Context: an optimization exercise on an open-source flow, tuned for small area, a short achievable clock period and few clock cycles. The choices shown serve that exercise and are no tape-out recipe.
Where RTL was checked, it was by simulation tests only, not by an equivalence proof against the original.
Power is estimated from default activity; no workload was simulated.

## cqsm_codec
module cqsm_codec (
  input             clk,
  input             rst,           
  input             cmd_valid,
  output reg        cmd_ready,
  input      [1:0]  cmd_op,        
  input      [23:0] cmd_arg,
  input      [3:0]  cfg_kh,
  input      [3:0]  cfg_ks,
  input      [3:0]  cfg_kv,
  input      [8:0]  cfg_nh,
  input      [8:0]  cfg_ns,
  input      [8:0]  cfg_nv,
  input      [7:0]  cfg_gmin,
  input             pix_valid,
  output reg        pix_ready,
  input      [23:0] pix_hsv,
  output reg        res_valid,
  output reg [2:0]  res_err,
  output reg [8:0]  res_info,
  output reg [23:0] res_hsv,
  output reg [7:0]  res_sym,
  output reg [7:0]  res_mg
);
export LEC_CHECK = 0
export CAP_MARGIN = 20
export CORE_MARGIN = 2
export CORE_UTILIZATION = 40
export SLEW_MARGIN = 20
create_clock -name core_clock -period 13.5 [get_ports {clk}]
standard.sh (not shown) runs the stock make flow with config.mk's settings and CLKGATE_MAP_FILE= SYNTH_SCRIPT=/design/flow/synth_recipe.tcl, a recipe that flattens the netlist after the stock synthesis.
==> flow/flow/run.sh <==
#!/bin/bash
set -euo pipefail
bash standard.sh SETUP_SLACK_MARGIN=9.7 CAP_MARGIN=30 "BUFFER_PORTS_ARGS=-buffer_cell sky130_fd_sc_hd__buf_2" finish > make_finish.log 2>&1
Rerun with:
--- a/flow/design.v
+++ b/flow/design.v
@@ -43,19 +43,19 @@
   localparam S_CSTEP = 4'd13;
   localparam S_CEND  = 4'd14;
   localparam S_VERD  = 4'd15;
   reg [3:0]  state;
   reg [23:0] p;                
   reg        cfgv;
   reg [11:0] kc;               
   reg [38:0] np;               
   reg [3:0]  cnt;
-  reg [74:0] acc;              
+  reg [71:0] acc;              
   reg f_eld, f_stp, f_mul, f_dvm, f_dvl;
   wire [15:0] n   = res_hsv[15:0];
   wire [15:0] rem = {res_info[7:0], res_mg};
   reg [1:0]  ch;
   reg [4:0]  frac;
   reg        fa, fb, anyz;
   wire cmd_fire = cmd_valid && cmd_ready;
   wire pix_fire = pix_valid && pix_ready;
   wire [3:0] kh = kc[3:0];
@@ -78,54 +78,51 @@
       m = n5[4] ? (6'd32 - {1'b0, n5}) : {1'b0, n5};
       dec_c4 = 4'd15 - m[4:1];
     end
   endfunction
   wire [7:0]  esym = res_hsv[7:0];    
   wire [7:0]  e_sv = esym >> kv;
   wire [7:0]  e_sh = esym >> (kv + ks);
   wire [11:0] eidx = {esym[3:0] & kmask(kv), e_sv[3:0] & kmask(ks), e_sh[3:0] & kmask(kh)};
   wire        f_ini  = cmd_fire && cmd_op[1];
-  reg  [74:0] acc_nx;
+  reg  [71:0] acc_nx;
   wire [11:0] didx;            
   wire [23:0] elvl;            
   wire [23:0] mean_nx;         
   genvar g;
   generate
     for (g = 0; g < 3; g = g + 1) begin : g_ch
-      wire [24:0] A    = acc[25*g +: 25];
-      wire [7:0]  L    = A[7:0];
+      wire [15:0] R    = acc[24*g+8 +: 16];
+      wire [7:0]  L    = acc[24*g +: 8];
       wire [12:0] npc  = np[13*g +: 13];
       wire [3:0]  kcc  = kc[4*g +: 4];
       wire [15:0] dvs  = f_dvm ? n : {3'd0, npc};
       wire [7:0]  pg   = p[8*g +: 8];
-      wire [7:0]  lo   = {1'b0, A[6:0]} + {1'b0, pg[6:0]};
-      wire        inv  = f_mul ? L[7] : ~A[24];
-      wire        used = ~f_mul | L[7];
-      wire [17:0] bhi  = f_stp ? ({18{inv}} ^ ({2'd0, dvs} & {18{used}})) : {17'd0, pg[7]};
-      wire        cin  = f_stp ? (f_mul | inv) : lo[7];
-      wire [17:0] hi   = A[24:7] + bhi + {17'd0, cin};
-      wire        q    = ~hi[16];
-      wire [7:0]  lnx  = {L[6:0], q};
-      wire [16:0] rnx  = hi[16:0];
-      wire [24:0] addv = {hi, lo[6:0]};
+      wire [7:0]  lo   = {1'b0, acc[24*g +: 7]} + {1'b0, pg[6:0]};
+      wire [17:0] bhi  = f_stp ? ~{2'd0, dvs} : {17'd0, pg[7]};
+      wire [17:0] hi   = {1'b0, acc[24*g+7 +: 17]} + bhi + {17'd0, f_stp | lo[7]};
+      wire        cmt  = f_mul ? L[7] : ~hi[17];
+      wire [7:0]  lnx  = {L[6:0], cmt};
+      wire [15:0] rnx  = cmt ? hi[15:0] : {R[14:0], f_mul | L[7]};
+      wire [23:0] addv = {hi[16:0], lo[6:0]};
       wire [3:0]  ei   = eidx[4*g +: 4];
       wire [3:0]  c4   = dec_c4(npc[4:0]);
       always @(*) begin
         if (f_ini)
-          acc_nx[25*g +: 25] = {10'd0, cmd_op[0] ? cmd_arg[15:1] : {cmd_arg[8*g +: 8], c4, 3'd0}};
+          acc_nx[24*g +: 24] = {9'd0, cmd_op[0] ? cmd_arg[15:1] : {cmd_arg[8*g +: 8], c4, 3'd0}};
         else if (f_eld)
-          acc_nx[25*g +: 25] = {17'h1FFFF, ei, 1'b1, 3'b000};
+          acc_nx[24*g +: 24] = {16'hFFFF, ei, 1'b1, 3'b000};
         else if (f_dvl)
-          acc_nx[25*g +: 25] = {10'd0, lnx, c4, 3'd0};
+          acc_nx[24*g +: 24] = {9'd0, lnx, c4, 3'd0};
         else if (f_stp)
-          acc_nx[25*g +: 25] = {rnx, lnx};
+          acc_nx[24*g +: 24] = {rnx, lnx};
         else
-          acc_nx[25*g +: 25] = addv;
+          acc_nx[24*g +: 24] = addv;
       end
       assign mean_nx[8*g +: 8] = lnx;
       wire [3:0] mk   = kmask(kcc);
       wire       sat  = lnx[4] || ((lnx[3:1] & ~mk[3:1]) != 3'd0);
       assign didx[4*g +: 4] = {sat ? mk[3:1] : lnx[3:1], mk[0] & (sat | lnx[0])};
       assign elvl[8*g +: 8] = ~rnx[12:5];
     end
   endgenerate
   wire [3:0] ksv = ks + kv;
What happened: Final area drops by about 1.8%; count of clock-buffer cells in the layout is lower by 3; maximum frequency grows by 2.1%; critical path depth went up by 2; flip-flop and latch count drops by 3; power drops by 5.5%; combinational power went down by about 10%; synthesized cell count is lower by about 3%; core utilization grows by 0.44 points; worst hold slack got worse by 0.031 ns; worst setup slack is better by 0.084 ns; wire length is about the same; die area decreases by 2.6%.
Testbench counts after the change, summed over its fixed seeds: cycles 121,516.
The RTL of the first run of this note was laid out without a check of its function.

-- afterwards: timing with drivers on the ports --
In the flow no input, the clock included, has a driving cell. The finished layouts below were timed again as built, in two steps. Step 1: set_driving_cell puts a clkbuf_16 on clk and a buf_2 on each other input, an assumption about the parent block. Step 2 adds t to the input delays and takes it off the output delays; t is the mean of the earliest and latest rising clock arrival at the registers after step 1. Input paths then give back, and output paths get back, about the clock's delay inside the block. Slacks: ideal ports / drivers / drivers and shift; pairs: ideal ports / drivers.
| run | t, ns | setup WS [ns] | hold WS [ns] | worst setup path at the end | pins driven straight from the clock port |
|---|---|---|---|---|---|
| the first run | 0.629 | 9.340 / 9.340 / 9.113 | 0.526 / 0.526 / 0.526 | input to register | 1 |
| the second run | 0.650 | 9.424 / 9.424 / 8.973 | 0.495 / 0.495 / 0.495 | input to register | 1 |
After both steps every run listed still meets setup and hold. For the second run, which loses most, drivers alone change the setup slack by 0.000 ns; drivers and shift together by -0.451 ns.
